Background: an optimization exercise with open tools, aiming at small area, a short achievable clock period and few clock cycles per item. Do not read the settings as production practice. In this exercise RTL edits were held to simulation tests only and were not proved equivalent to the original. Power is estimated from default activity; no workload was simulated.

run A:
## comlynx_arbiter
module comlynx_arbiter (
    input  wire        clk,
    input  wire        rst,         
    input  wire        cmd_valid,
    output reg         cmd_ready,
    input  wire [31:0] cmd_data,
    input  wire        cmd_last,
    output reg         rsp_valid,
    input  wire        rsp_ready,
    output wire [15:0] rsp_data
);
Size: about 3,500 cells after synthesis, about 900 flip-flops, ~55 I/O pins, roughly 0.044 mm² of cells after synthesis.
==> flow/config.mk <==
export PLATFORM = sky130hd
export DESIGN_NAME = comlynx_arbiter
export DESIGN_NICKNAME = comlynx_arbiter
export VERILOG_FILES = /design/flow/design.v
export SDC_FILE = /design/flow/constraint.sdc
export NUM_CORES = 4
export LEC_CHECK = 0
export CAP_MARGIN = 20
export CORE_MARGIN = 2
export CORE_UTILIZATION = 40
export CTS_BUF_LIST = sky130_fd_sc_hd__clkbuf_8
export SLEW_MARGIN = 20
==> flow/constraint.sdc <==
create_clock -name core_clock -period 10.0 [get_ports {clk}]
set_input_delay 2.0000 -clock core_clock [delete_from_list [all_inputs] [get_ports {clk}]]
set_output_delay 2.0000 -clock core_clock [all_outputs]
set_load 0.01 [all_outputs]
standard.sh (not shown) runs the stock make flow with config.mk's settings and CLKGATE_MAP_FILE= SYNTH_SCRIPT=/design/flow/synth_recipe.tcl, a recipe that flattens the netlist after the stock synthesis.
==> flow/flow/run.sh <==
#!/bin/bash
set -euo pipefail
bash standard.sh SETUP_SLACK_MARGIN=6.0 finish > flow_make.log 2>&1
Run A: done, clean on timing, DRC and antenna
Testbench counts of run A, summed over its fixed seeds: cycles 12,829, cmds 12,000.
### run A -> run B
- CORE_UTILIZATION changed from 40 to 60
==> flow/flow/run.sh <==
#!/bin/bash
set -euo pipefail
bash standard.sh SETUP_SLACK_MARGIN=6.5 finish > flow_make.log 2>&1
Results
Run B: clock buffer instance count of the final layout 4.5% above run A. Looking at worst setup path startpoint, the head[4]$_SDFFE_PP0P_ result is from run A; the cmd_data[16] one comes from run B. Changes observed in run B relative to run A: worst hold-check slack has remained practically unchanged; worst endpoint data arrival time has decreased; area of the die has decreased; count of standard-cell rows has decreased; net count reported at finish has increased. Looking at the reports, run B completed the entire flow and the layout it produced met the timing, DRC and antenna checks. Summary of run B over run A: sequential share of layout area moved down; portion of the layout cell area used by non-clock buffers moved up; number of non-filler instances in the completed layout moved down. Critical path depth: run B < run A.
The inputs of run C differ from those of run B as listed below.
- clearing CTS_BUF_LIST, which used to be sky130_fd_sc_hd__clkbuf_8
- swapping 60 for 40 in CORE_UTILIZATION
==> flow/flow/run.sh <==
#!/bin/bash
set -euo pipefail
MARGIN=${MARGIN:-6.5}
bash standard.sh SETUP_SLACK_MARGIN=$MARGIN finish > flow_make.log 2>&1
==> summary.txt <==
- On share of the clock period used by the worst path after layout: between run B and run C, it ends up higher for run C.
- When the final numbers for run B and run C were put side by side, the fmax turned out to be smaller in run C.
- Compare run B and run C | hold slack lower: run C
- Relative to run B, the total CTS buffers measured on run C has decreased by more than a quarter.
- [run C vs run B] sequential share of layout area: lower in run C
- On synthesized instance count, run B and run C are neck and neck.
- Note that the non-clock buffer count recorded for run B amounts to 1.10 times the value seen in run C.
- Critical path depth came out lower on run C than on run B.
- Run C vs. run B: global-route usage went down, wire length of the first global-routing pass went down.
#### Input delta (run D over run C)
- setting CTS_BUF_LIST to sky130_fd_sc_hd__clkbuf_8 for the first time
- changing CAP_MARGIN from 20 to 10
- changing SLEW_MARGIN from 20 to 10
==> flow/flow/run.sh <==
#!/bin/bash
set -euo pipefail
bash standard.sh SETUP_SLACK_MARGIN=6.5 finish > flow_make.log 2>&1
==> summary.txt <==
Global-route usage: run C vs run D, no meaningful difference
Any difference in wire length of the first global-routing pass between run C and run D is small enough to ignore.
NOTE layout clock buffer count run C->run D increased by more than a quarter
Comparing run D and run C, the lower via count is on run C.
### run D -> run E
- a change of SLEW_MARGIN from 10 to 20
- a change of CAP_MARGIN from 10 to 20
==> flow/flow/run.sh <==
#!/bin/bash
set -euo pipefail
bash standard.sh SETUP_SLACK_MARGIN=7.0 finish > flow_make.log 2>&1
### Flow results
- Re HPWL reported at the end of detailed placement: run E is 830 µm up on run D.
- Final weighted congestion in routability-driven placement across run E and run D: no real change.
- Against run D, run E comes in 0.15 ns higher on required time reported for the critical path endpoint.
- In the flow results for run E and run D, the wire length after detailed routing is smaller on run D.
- Run E vs. run D: instance area after placement rose by 790 µm², overall global routing resource usage rose by 3.0 points.
Changes in run F relative to run E:
==> flow/flow/run.sh <==
#!/bin/bash
set -euo pipefail
bash standard.sh SETUP_SLACK_MARGIN=6.5 finish > flow_make.log 2>&1
Findings:
The detailed route wirelength on metal2 of run F is lower than that of run E. Layout overhead on the synthesized area (higher): run E. Comparing run E and run F, the higher maximum frequency was measured on run E. Minimum hold slack: run F vs run E down 0.0055 ns. Against run E, run F comes in 0.02 ns lower on clock latency on the worst-skew pair. Sequential power share: run F higher than run E. On run F: final instance area is 0.0062 mm² lower than what run E gave. Relative to run E, run F improves overall power of the completed layout. Density: run F sparser than run E.

## port drivers added, routing unchanged
The flow's constraints put no driver on any port. The routed layouts listed below were extracted and timed again, unchanged, in two steps.
Step 1 assumes that a clkbuf_16 drives the clock port and a buf_2 every other input.
Step 2 adds t to the input delays and takes it off the output delays; t is the mean of the earliest and latest rising clock arrival at the registers after step 1. Input paths then give back, and output paths get back, about the clock's delay inside the block.
Three values: ideal ports, drivers, drivers and shift; two values: the first two.
| run | shift t [ns] | setup slack, ns | hold slack, ns | slew at the worst register clock pin (ns) | worst data-port slew with drivers (ns) |
|---|---|---|---|---|---|
| run A | 0.878 | 6.075 / 6.075 / 5.259 | 0.457 / 0.457 / 0.457 | 0.07 / 0.07 | 0.06 |
| run B | 0.873 | 6.455 / 6.371 / 5.498 | 0.459 / 0.459 / 0.459 | 0.07 / 0.07 | 0.15 |
| run C | 0.742 | 6.396 / 6.317 / 5.575 | 0.454 / 0.454 / 0.454 | 0.07 / 0.07 | 0.15 |
| run D | 0.899 | 6.513 / 6.421 / 5.522 | 0.450 / 0.450 / 0.450 | 0.07 / 0.07 | 0.16 |
| run E | 0.914 | 6.589 / 6.444 / 5.530 | 0.455 / 0.455 / 0.455 | 0.07 / 0.07 | 0.43 |
| run F | 0.893 | 6.473 / 6.406 / 5.597 | 0.450 / 0.450 / 0.450 | 0.07 / 0.07 | 0.14 |
After both steps setup and hold are still met in every run listed. For run E, which loses most, drivers alone change the setup slack by -0.145 ns; drivers and shift together by -1.059 ns.
